From an optimization exercise on the open Yosys and OpenROAD flow, aimed at small area, a short achievable clock period and few clock cycles per item; shortcuts taken in it are not production practice. Function was checked by simulation only, so behaviour that the tests miss may differ from the original. Power and IR drop assume default switching activity.

==> flow/design.v (excerpt) <==
module ddc_decoder (
    input  wire        clk,
    input  wire        rst,               
    input  wire [1:0]  cfg_channels,      
    input  wire [5:0]  cfg_block_bits,    
    input  wire [5:0]  cfg_bpc0,          
    input  wire [5:0]  cfg_bpc1,
    input  wire [5:0]  cfg_bpc2,
    input  wire [5:0]  cfg_bpm0,          
    input  wire [5:0]  cfg_bpm1,
    input  wire [5:0]  cfg_bpm2,
    input  wire        cfg_high_adaptive,
    input  wire [14:0] cfg_chunk_size,    
    input  wire        cmd_valid,
    input  wire [1:0]  cmd_op,            
    input  wire [31:0] cmd_count,
    output reg         busy,
    output wire        src_req,
    output wire [15:0] src_chunk,
    output wire [14:0] src_off,
    input  wire        src_ack,
    input  wire [7:0]  src_data,
    output reg         frm_valid,
    output wire [63:0] frm_data,
    input  wire        frm_ready
);
    localparam P_RUN  = 2'd0,
               P_METH = 2'd1,
               P_BASE = 2'd2,
               P_CHAN = 2'd3;
    reg [1:0]  phase;
    reg [1:0]  c;
    reg        first_frame;
    reg [31:0] remaining;       
    reg        active;          
    reg [31:0] run_left;        
    reg        run_zero;        
    reg [5:0]  width  [0:2];
    reg [31:0] base   [0:2];
    reg        adapt  [0:2];
    reg [63:0] out_acc;
    reg [5:0]  cnt;             
    reg [5:0]  n_r;             
    reg signed [6:0] pos;       
    reg [31:0] fld;             
    reg        fld_top;         
    reg        fld_ok;          
    reg [5:0]  bpc_r;           
    reg [4:0]  bpc_m1;          
    reg        last_r;          
    reg [5:0]  bpm_nx;          
    reg [5:0]  bb_q;            
    wire cmd_acc    = cmd_valid && !busy;
    wire cmd_reset  = cmd_acc && (cmd_op == 2'd1);
    wire cmd_decode = cmd_acc && (cmd_op == 2'd2);
    assign frm_data = out_acc;
    function [5:0] bpc_of;
        input [1:0] i;
        bpc_of = (i == 2'd0) ? cfg_bpc0 : (i == 2'd1) ? cfg_bpc1 : cfg_bpc2;
    endfunction
    function [5:0] bpm_of;
        input [1:0] i;
        bpm_of = (i == 2'd0) ? cfg_bpm0 : (i == 2'd1) ? cfg_bpm1 : cfg_bpm2;
    endfunction
  ...
For scale: about 3200 cells after synthesis, ~210 I/O pins, ~29000 um2 of cells after synthesis.
Settings: LEC_CHECK=0, CAP_MARGIN=10, CORE_MARGIN=2, CORE_UTILIZATION=40, CTS_CLUSTER_DIAMETER=80, CTS_CLUSTER_SIZE=30, PLACE_DENSITY=0.6, SETUP_SLACK_MARGIN=5, SLEW_MARGIN=10, TNS_END_PERCENT=0; clock period 12.0 ns.
standard.sh (not shown) runs the stock make flow with config.mk's settings and CLKGATE_MAP_FILE= SYNTH_SCRIPT=/design/flow/synth_recipe.tcl, a recipe that flattens the netlist after the stock synthesis.
==> flow/flow/run.sh <==
#!/bin/bash
set -euo pipefail
MARGIN=$(cat flow/setup_margin)
export BUFFER_PORTS_ARGS="-buffer_cell $(cat flow/port_buffer)"
sed -E "s/SETUP_SLACK_MARGIN=[0-9.]+/SETUP_SLACK_MARGIN=${MARGIN}/" standard.sh > standard_margin.sh
grep -q "SETUP_SLACK_MARGIN=${MARGIN}" standard_margin.sh
bash standard_margin.sh > make_flow.log 2>&1 || { tail -40 make_flow.log; exit 1; }
grep -q "Inserted .* $(cat flow/port_buffer) input buffers" orfs/logs/*/ddc_decoder/base/3_3_place_gp.log
tail -5 make_flow.log
==> flow/flow/port_buffer <==
sky130_fd_sc_hd__buf_1
==> flow/flow/setup_margin <==
7.7
Testbench counts at the start, summed over its fixed seeds: cycles 101,242, frames 28,800.
Change:
==> flow/flow/setup_margin (replaced) <==
7.5
CAP_MARGIN = 20   (was 10)
SLEW_MARGIN = 20   (was 10)
After rerunning: Clock power barely changes; clock-buffer cell count stays the same; final area shrinks slightly; sequential share of layout area grows by 0.65 points; utilization came out lower by 0.93 points; hold slack gets worse by 3.9 ps; area after synthesis is unchanged.

---

## fjord
ddc_decoder, a different RTL version from the one above (not shown whole).
For scale: roughly 420 flip-flops, ~210 I/O pins, ~31000 um2 of cells after synthesis.
Settings: LEC_CHECK=0, CAP_MARGIN=20, CORE_MARGIN=2, CORE_UTILIZATION=40, CTS_CLUSTER_DIAMETER=80, CTS_CLUSTER_SIZE=30, PLACE_DENSITY=0.6, SETUP_SLACK_MARGIN=5, SLEW_MARGIN=20, TNS_END_PERCENT=0; clock period 12.0 ns.
==> flow/flow/setup_margin <==
8.5
Scripts as last shown in full above: flow/flow/run.sh, flow/flow/port_buffer
Testbench counts of fjord, summed over its fixed seeds: cycles 96,132, frames 28,800.
What onyx does differently from fjord at the input level:
==> flow/flow/setup_margin <==
7.7
### Flow results
onyx: global routing met3 resource utilization higher than fjord
Diff onyx..fjord | count of clock-buffer cells in the layout | unchanged
As far as non-clock buffer count is concerned, fjord and onyx perform about the same.
From fjord to onyx, share of the yosys chip area belonging to registers did not move at all.
fjord reports its endpoint of the worst setup timing path as base[0][30] while onyx reports base[0][23].
When onyx is measured against fjord, its number of gates on the worst path with buffers counted turns out 2 higher.
fjord → onyx: worst hold slack went down by 8.9 ps; layout overhead on the synthesized area was more or less identical; setup slack after layout went down by 61 ps; die span in x was more or less identical.

---

RTL: one of the versions met above, not the one the previous note started from.
Size in the first run: about 410 flip-flops, about 210 I/O pins, ~29000 um2 of cells after synthesis.
Settings: LEC_CHECK=0, CAP_MARGIN=20, CORE_MARGIN=2, CORE_UTILIZATION=40, CTS_CLUSTER_DIAMETER=80, CTS_CLUSTER_SIZE=30, PLACE_DENSITY=0.6, SETUP_SLACK_MARGIN=5, SLEW_MARGIN=20, TNS_END_PERCENT=0; clock period 12.0 ns.
==> flow/flow/setup_margin <==
8.5
Scripts as last shown in full above: flow/flow/run.sh, flow/flow/port_buffer
Testbench counts at the start, summed over its fixed seeds: cycles 101,242, frames 28,800.
==> next run, changes <==
==> flow/flow/setup_margin (replaced) <==
7.7
What happened: Routed wire length goes down by about 2.8%. Register-to-register slack loses 0.09 ns. Global-route usage goes down by 1.3 points. Core utilization goes down by 1.3 points. Critical path depth goes up by 4.
==> next run, changes <==
==> flow/flow/setup_margin (replaced) <==
8.0
Effect:
- The changed run finished clean
- routed wire length rises by 2.9%
- sequential cell count does not change
- die area is unchanged
- worst hold slack got worse by 0.0068 ns
==> next run, changes <==
==> flow/flow/run.sh (replaced) <==
#!/bin/bash
set -euo pipefail
MARGIN=$(cat flow/setup_margin)
sed -E "s/SETUP_SLACK_MARGIN=[0-9.]+/SETUP_SLACK_MARGIN=${MARGIN}/" standard.sh > standard_margin.sh
grep -q "SETUP_SLACK_MARGIN=${MARGIN}" standard_margin.sh
bash standard_margin.sh > make_flow.log 2>&1 || { tail -40 make_flow.log; exit 1; }
tail -5 make_flow.log
==> flow/flow/setup_margin (replaced) <==
8.5
Settings changed: CTS_CLUSTER_DIAMETER 80 to default, CTS_CLUSTER_SIZE 30 to default.
removed: flow/flow/port_buffer
Outcome: The new run ran to the end with no violations. Utilization increases by 2.2 points. Cell area increases by 4.5%. Critical path depth decreases by 1. Non-clock buffer count decreases by 37. Via count increases by 2.1%.
==> next run, changes <==
==> flow/flow/run.sh (replaced) <==
#!/bin/bash
set -euo pipefail
MARGIN=$(cat flow/setup_margin)
export BUFFER_PORTS_ARGS="-buffer_cell $(cat flow/port_buffer)"
sed -E "s/SETUP_SLACK_MARGIN=[0-9.]+/SETUP_SLACK_MARGIN=${MARGIN}/" standard.sh > standard_margin.sh
grep -q "SETUP_SLACK_MARGIN=${MARGIN}" standard_margin.sh
bash standard_margin.sh > make_flow.log 2>&1 || { tail -40 make_flow.log; exit 1; }
grep -q "Inserted .* $(cat flow/port_buffer) input buffers" orfs/logs/*/ddc_decoder/base/3_3_place_gp.log
tail -5 make_flow.log
==> flow/flow/port_buffer (new file) <==
sky130_fd_sc_hd__buf_1
Settings changed: CORE_UTILIZATION 40 to 50, CTS_CLUSTER_DIAMETER from default to 80, CTS_CLUSTER_SIZE from default to 30, PLACE_DENSITY 0.6 to 0.65.
=> Via count is lower by 1.2%. Setup slack gets worse by 0.010 ns. Die area is lower by 20%. Non-clock buffer count is lower by 15. Clock power is lower by 31%. Final area is lower by 7.2%. Global-route usage is higher by 5.7 points. Total power is lower by 12%. Combinational power is lower by about 3%. Routed wire length is lower by 4.0%. Register-to-register slack is about the same.

---

red:
ddc_decoder again, from the RTL that the note above started with.
export LEC_CHECK = 0
export CAP_MARGIN = 20
export CORE_MARGIN = 2
export CORE_UTILIZATION = 40
export CTS_CLUSTER_DIAMETER = 80
export CTS_CLUSTER_SIZE = 30
export PLACE_DENSITY = 0.6
export SETUP_SLACK_MARGIN = 5
export SLEW_MARGIN = 20
export TNS_END_PERCENT = 0
create_clock -name core_clock -period 12.0 [get_ports {clk}]
==> flow/flow/run.sh <==
#!/bin/bash
set -euo pipefail
MARGIN=$(cat flow/setup_margin)
sed -E "s/SETUP_SLACK_MARGIN=[0-9.]+/SETUP_SLACK_MARGIN=${MARGIN}/" standard.sh > standard_margin.sh
grep -q "SETUP_SLACK_MARGIN=${MARGIN}" standard_margin.sh
bash standard_margin.sh > make_flow.log 2>&1 || { tail -40 make_flow.log; exit 1; }
tail -5 make_flow.log
==> flow/flow/setup_margin <==
8.5
red was carried through to the last stage, and its layout satisfied the timing, design-rule and antenna checks.
Testbench counts of red, summed over its fixed seeds: cycles 101,242, frames 28,800.
Inputs modified between red and blue:
Settings: CTS_BUF_LIST now sky130_fd_sc_hd__clkbuf_8 sky130_fd_sc_hd__clkbuf_16, previously not set.
-- flow/flow/run.sh --
<<< red, line 4
>>> blue, line 4
export BUFFER_PORTS_ARGS="-buffer_cell $(cat flow/port_buffer)"
<<< red, line 7
>>> blue, line 8
grep -q "Inserted .* $(cat flow/port_buffer) input buffers" orfs/logs/*/ddc_decoder/base/3_3_place_gp.log
==> flow/flow/port_buffer (new file) <==
sky130_fd_sc_hd__buf_1
==> flow/flow/setup_margin <==
7.7
[summary]
blue against red: core utilization lost 1.7 points, normalized max-slew margin went down by 4.0 points, worst setup slack for register-to-register paths rose 0.15 ns. blue leaves more setup margin than red. red vs blue, most common cell after layout, fill and taps aside: sky130_fd_sc_hd__mux2i_1 vs sky130_fd_sc_hd__nand2_1. Looking at sequential share of layout area, blue sits 1.1 points higher than red does. Taking red as the reference, in blue initial standard-cell utilization of the core ~0 delta, TritonCTS buffer count grew by about 7%.
Relative to blue, the following input files were edited for green:
Settings: CTS_BUF_LIST no longer set, was sky130_fd_sc_hd__clkbuf_8 sky130_fd_sc_hd__clkbuf_16.
==> flow/flow/setup_margin <==
7.3
Notes after the runs:
The final layout from green, which completed every stage, passed the timing, design-rule and antenna checks at the end of the flow. No stage failed in blue, and the final checks on the layout all came back clean. green — relative contribution of combinational cells to total power 1.2 points lower, blue as reference. sky130_fd_sc_hd__nand2_1 as the leading cell type in the layout, fill and taps excluded was reported by blue, and sky130_fd_sc_hd__mux2i_1 by green. Taking blue as the reference, in green total design power saw a decrease, power attributed to sequential cells saw little to no change, initial antenna violation count saw a decrease, number of non-clock buffers in the layout saw a decrease, share of cells above drive strength 1 saw a decrease.

-- afterwards: timing with drivers on the ports --
The results above use ideal ports. As a check the final layouts listed here were re-extracted and re-timed, cells and wires unchanged.
Step 1 (the two cells are an assumption about what drives the block):
set clk [get_ports {clk}]
set_driving_cell -lib_cell sky130_fd_sc_hd__clkbuf_16 $clk
set_driving_cell -lib_cell sky130_fd_sc_hd__buf_2 [delete_from_list [all_inputs] $clk]
Step 2, shift: input delay + t, output delay - t, t = (earliest + latest rising clock arrival at the registers) / 2. This alone moves slack from input paths to output paths.
Slacks: no drivers / after step 1 / after step 2; pairs: no drivers / after step 1.
run | shift t [ns] | setup slack, ns | worst hold slack (ns) | clock arrival spread, ns | worst slew at a driven data input, ns
the first run of note 1 | 0.696 | 7.563 / 7.563 / 7.083 | 0.483 / 0.483 / 0.483 | 0.035 / 0.034 | 0.14
the second run of note 1 | 0.692 | 7.339 / 7.339 / 6.866 | 0.480 / 0.480 / 0.480 | 0.045 / 0.045 | 0.09
fjord | 0.686 | 7.462 / 7.462 / 6.942 | 0.474 / 0.474 / 0.474 | 0.051 / 0.050 | 0.04
onyx | 0.679 | 7.401 / 7.401 / 6.940 | 0.465 / 0.465 / 0.465 | 0.040 / 0.040 | 0.05
the first run of note 3 | 0.697 | 7.651 / 7.651 / 7.178 | 0.476 / 0.476 / 0.476 | 0.038 / 0.037 | 0.09
the second run of note 3 | 0.700 | 7.560 / 7.560 / 7.092 | 0.483 / 0.483 / 0.483 | 0.035 / 0.035 | 0.13
the third run of note 3 | 0.697 | 7.651 / 7.651 / 7.178 | 0.476 / 0.476 / 0.476 | 0.038 / 0.037 | 0.09
the fourth run of note 3 | 0.664 | 7.488 / 7.488 / 6.965 | 0.475 / 0.475 / 0.475 | 0.034 / 0.034 | 0.09
the fifth run of note 3 | 0.675 | 7.478 / 7.478 / 7.021 | 0.488 / 0.488 / 0.488 | 0.026 / 0.027 | 0.07
red | 0.686 | 7.413 / 7.413 / 6.873 | 0.481 / 0.481 / 0.481 | 0.051 / 0.051 | 0.10
blue | 0.700 | 7.560 / 7.560 / 7.092 | 0.483 / 0.483 / 0.483 | 0.035 / 0.035 | 0.13
green | 0.689 | 7.244 / 7.244 / 6.822 | 0.476 / 0.476 / 0.476 | 0.039 / 0.039 | 0.13
After both steps setup and hold are still met in every run listed. The setup slack of red, which loses most, moves by 0.000 ns with the drivers and by -0.540 ns with both steps.
